This is an optimization exercise on Yosys and OpenROAD, whose aim is small area, not a production implementation.
Only simulation tests tie the RTL to the original design; equivalence was not proved.
The clock input has no modelled driver; a real chip could not lean on it and would need a root buffer or a full tree.

// relay_spi_ctrl
module relay_spi_ctrl (
    input  wire         clk,
    input  wire         rst,           
    input  wire         tick,          
    input  wire         req_valid,
    output wire         req_ready,
    input  wire [3:0]   req_op,
    input  wire         req_board_given,
    input  wire [7:0]   req_board,
    input  wire [7:0]   req_relay,
    output wire         resp_valid,
    output wire [1:0]   resp_err,
    output wire [6:0]   resp_state,
    output wire [159:0] resp_id,
    output reg  [4:0]   resp_id_len,
    output wire         fs,
    output reg          fs_oe,
    output wire         spi_cs_n,
    output wire         spi_sclk,
    output wire         spi_mosi,
    input  wire         spi_miso
);
Settings: LEC_CHECK=0, ABC_AREA=1, CAP_MARGIN=20, CORE_MARGIN=2, CORE_UTILIZATION=85, PLACE_DENSITY=0.92, SLEW_MARGIN=20; clock period 20.0 ns.
standard.sh (not shown) runs the stock make flow with config.mk's settings and CLKGATE_MAP_FILE= SYNTH_SCRIPT=/design/flow/synth_recipe.tcl, a recipe that flattens the netlist after the stock synthesis.
==> flow/flow/run.sh <==
#!/bin/bash
# The standard layout with these changes: the logic mapped again for area after
# floorplan (post_floorplan.tcl), port buffers of the smallest buffer cell, the
# logic downsized before clock tree synthesis (pre_cts.tcl), and a clock tree of
# 11 balanced clkbuf_8 leaves under one clkbuf_4 root (post_cts.tcl). Each
# tool's output goes to its own log in this folder.
set -euo pipefail
export BUFFER_PORTS_ARGS="-buffer_cell sky130_fd_sc_hd__buf_1"
export CTS_ARGS="-sink_clustering_enable -repair_clock_nets -dont_use_dummy_load -buf_list sky130_fd_sc_hd__clkbuf_8"
export POST_FLOORPLAN_TCL="$PWD/flow/post_floorplan.tcl"
export PRE_CTS_TCL="$PWD/flow/pre_cts.tcl"
export POST_CTS_TCL="$PWD/flow/post_cts.tcl"
bash standard.sh synth > make_synth.log 2>&1
bash standard.sh finish > make_finish.log 2>&1
cp -r orfs/logs/* . 2>/dev/null || true
==> flow/flow/post_cts.tcl <==
# After clock tree synthesis: replace its tree (16 leaf buffers of about 12
# registers each) by 11 leaf clkbuf_8 buffers of about 18 registers each, fed by
# one clkbuf_4 root, then legalize (see cts_manual.tcl).
source [file join [file dirname [info script]] cts_manual.tcl]
manual_clock_tree 11 sky130_fd_sc_hd__clkbuf_8 sky130_fd_sc_hd__clkbuf_4
detailed_placement
check_placement -verbose
estimate_parasitics -placement
report_clock_skew
report_worst_slack -min
report_worst_slack -max
==> flow/flow/post_floorplan.tcl <==
# After floorplan, before placement and port buffering: map the logic again for
# area with OpenROAD's restructure (ABC). Registers are not touched.
set rmp_dir [file join $::env(OBJECTS_DIR) rmp]
file mkdir $rmp_dir
report_design_area
# two passes: the second still finds some area, a third does not
foreach pass {1 2} {
  restructure -target area -slack_threshold 100 \
    -liberty_file [lindex $::env(LIB_FILES) 0] \
    -tielo_port "[lindex $::env(TIELO_CELL_AND_PORT) 0]/[lindex $::env(TIELO_CELL_AND_PORT) 1]" \
    -tiehi_port "[lindex $::env(TIEHI_CELL_AND_PORT) 0]/[lindex $::env(TIEHI_CELL_AND_PORT) 1]" \
    -work_dir $rmp_dir
  report_design_area
}
# refuse a cell the platform marks don't-use
foreach inst [[ord::get_db_block] getInsts] {
  set m [[$inst getMaster] getName]
  foreach pat $::env(DONT_USE_CELLS) {
    if {[string match $pat $m]} { error "restructure used don't-use cell $m" }
  }
}
Other scripts of this flow, unchanged in this note and not shown: flow/flow/cts_manual.tcl, flow/flow/downsize.tcl, flow/flow/halfadd.tcl, flow/flow/pre_cts.tcl
The first run did not get past 3_5_place_dp (DPL-0033).
==> next run, changes <==
--- a/flow/flow/run.sh
+++ b/flow/flow/run.sh
@@ -4,3 +4,3 @@
 # logic downsized before clock tree synthesis (pre_cts.tcl), and a clock tree of
-# 11 balanced clkbuf_8 leaves under one clkbuf_4 root (post_cts.tcl). Each
+# 12 balanced clkbuf_8 leaves under one clkbuf_4 root (post_cts.tcl). Each
 # tool's output goes to its own log in this folder.
==> flow/flow/post_cts.tcl (replaced) <==
# After clock tree synthesis: replace its tree (16 leaf buffers of about 12
# registers each) by 12 leaf clkbuf_8 buffers of about 16 registers each, fed by
# one clkbuf_4 root, then legalize (see cts_manual.tcl).
source [file join [file dirname [info script]] cts_manual.tcl]
manual_clock_tree 12 sky130_fd_sc_hd__clkbuf_8 sky130_fd_sc_hd__clkbuf_4
detailed_placement
check_placement -verbose
estimate_parasitics -placement
report_clock_skew
report_worst_slack -min
report_worst_slack -max
==> flow/flow/post_floorplan.tcl (replaced) <==
# After floorplan, before placement and port buffering: map the logic again for
# area with OpenROAD's restructure (ABC). Registers are not touched.
set rmp_dir [file join $::env(OBJECTS_DIR) rmp]
file mkdir $rmp_dir
report_design_area
restructure -target area -slack_threshold 100 \
  -liberty_file [lindex $::env(LIB_FILES) 0] \
  -tielo_port "[lindex $::env(TIELO_CELL_AND_PORT) 0]/[lindex $::env(TIELO_CELL_AND_PORT) 1]" \
  -tiehi_port "[lindex $::env(TIEHI_CELL_AND_PORT) 0]/[lindex $::env(TIEHI_CELL_AND_PORT) 1]" \
  -work_dir $rmp_dir
report_design_area
# refuse a cell the platform marks don't-use
foreach inst [[ord::get_db_block] getInsts] {
  set m [[$inst getMaster] getName]
  foreach pat $::env(DONT_USE_CELLS) {
    if {[string match $pat $m]} { error "restructure used don't-use cell $m" }
  }
}
Settings changed: CORE_UTILIZATION 85 to 75, PLACE_DENSITY 0.92 to 0.88.
What happened: With this change the flow ran to the end with no violations; synthesized cell count is unchanged; synthesized area stays the same.
The clock cells of the second run of this note come from the design's own scripts or RTL, not from TritonCTS.

==> separate check: timing with driven ports <==
No port has a modelled driver above. Below, the same layout with a new extraction and two added sets of constraints.
Step 1, drivers: a clkbuf_16 drives clk and a buf_2 each remaining input, both assumed.
Step 2 adds t to the input delays and takes it off the output delays; t is the mean of the earliest and latest rising clock arrival at the registers after step 1. Input paths then give back, and output paths get back, about the clock's delay inside the block.
a / b / c = ideal ports / drivers / drivers and shift; a / b = the first two.
run: the second run
shift t [ns]: 0.559
setup WS [ns]: 13.637 / 13.606 / 13.827
worst setup path at the end: input to register
worst register clock-pin slew, ns: 0.10 / 0.10
After both steps setup and hold are still met in the second run. The setup slack of the second run moves by -0.031 ns with the drivers and by +0.190 ns with both steps.
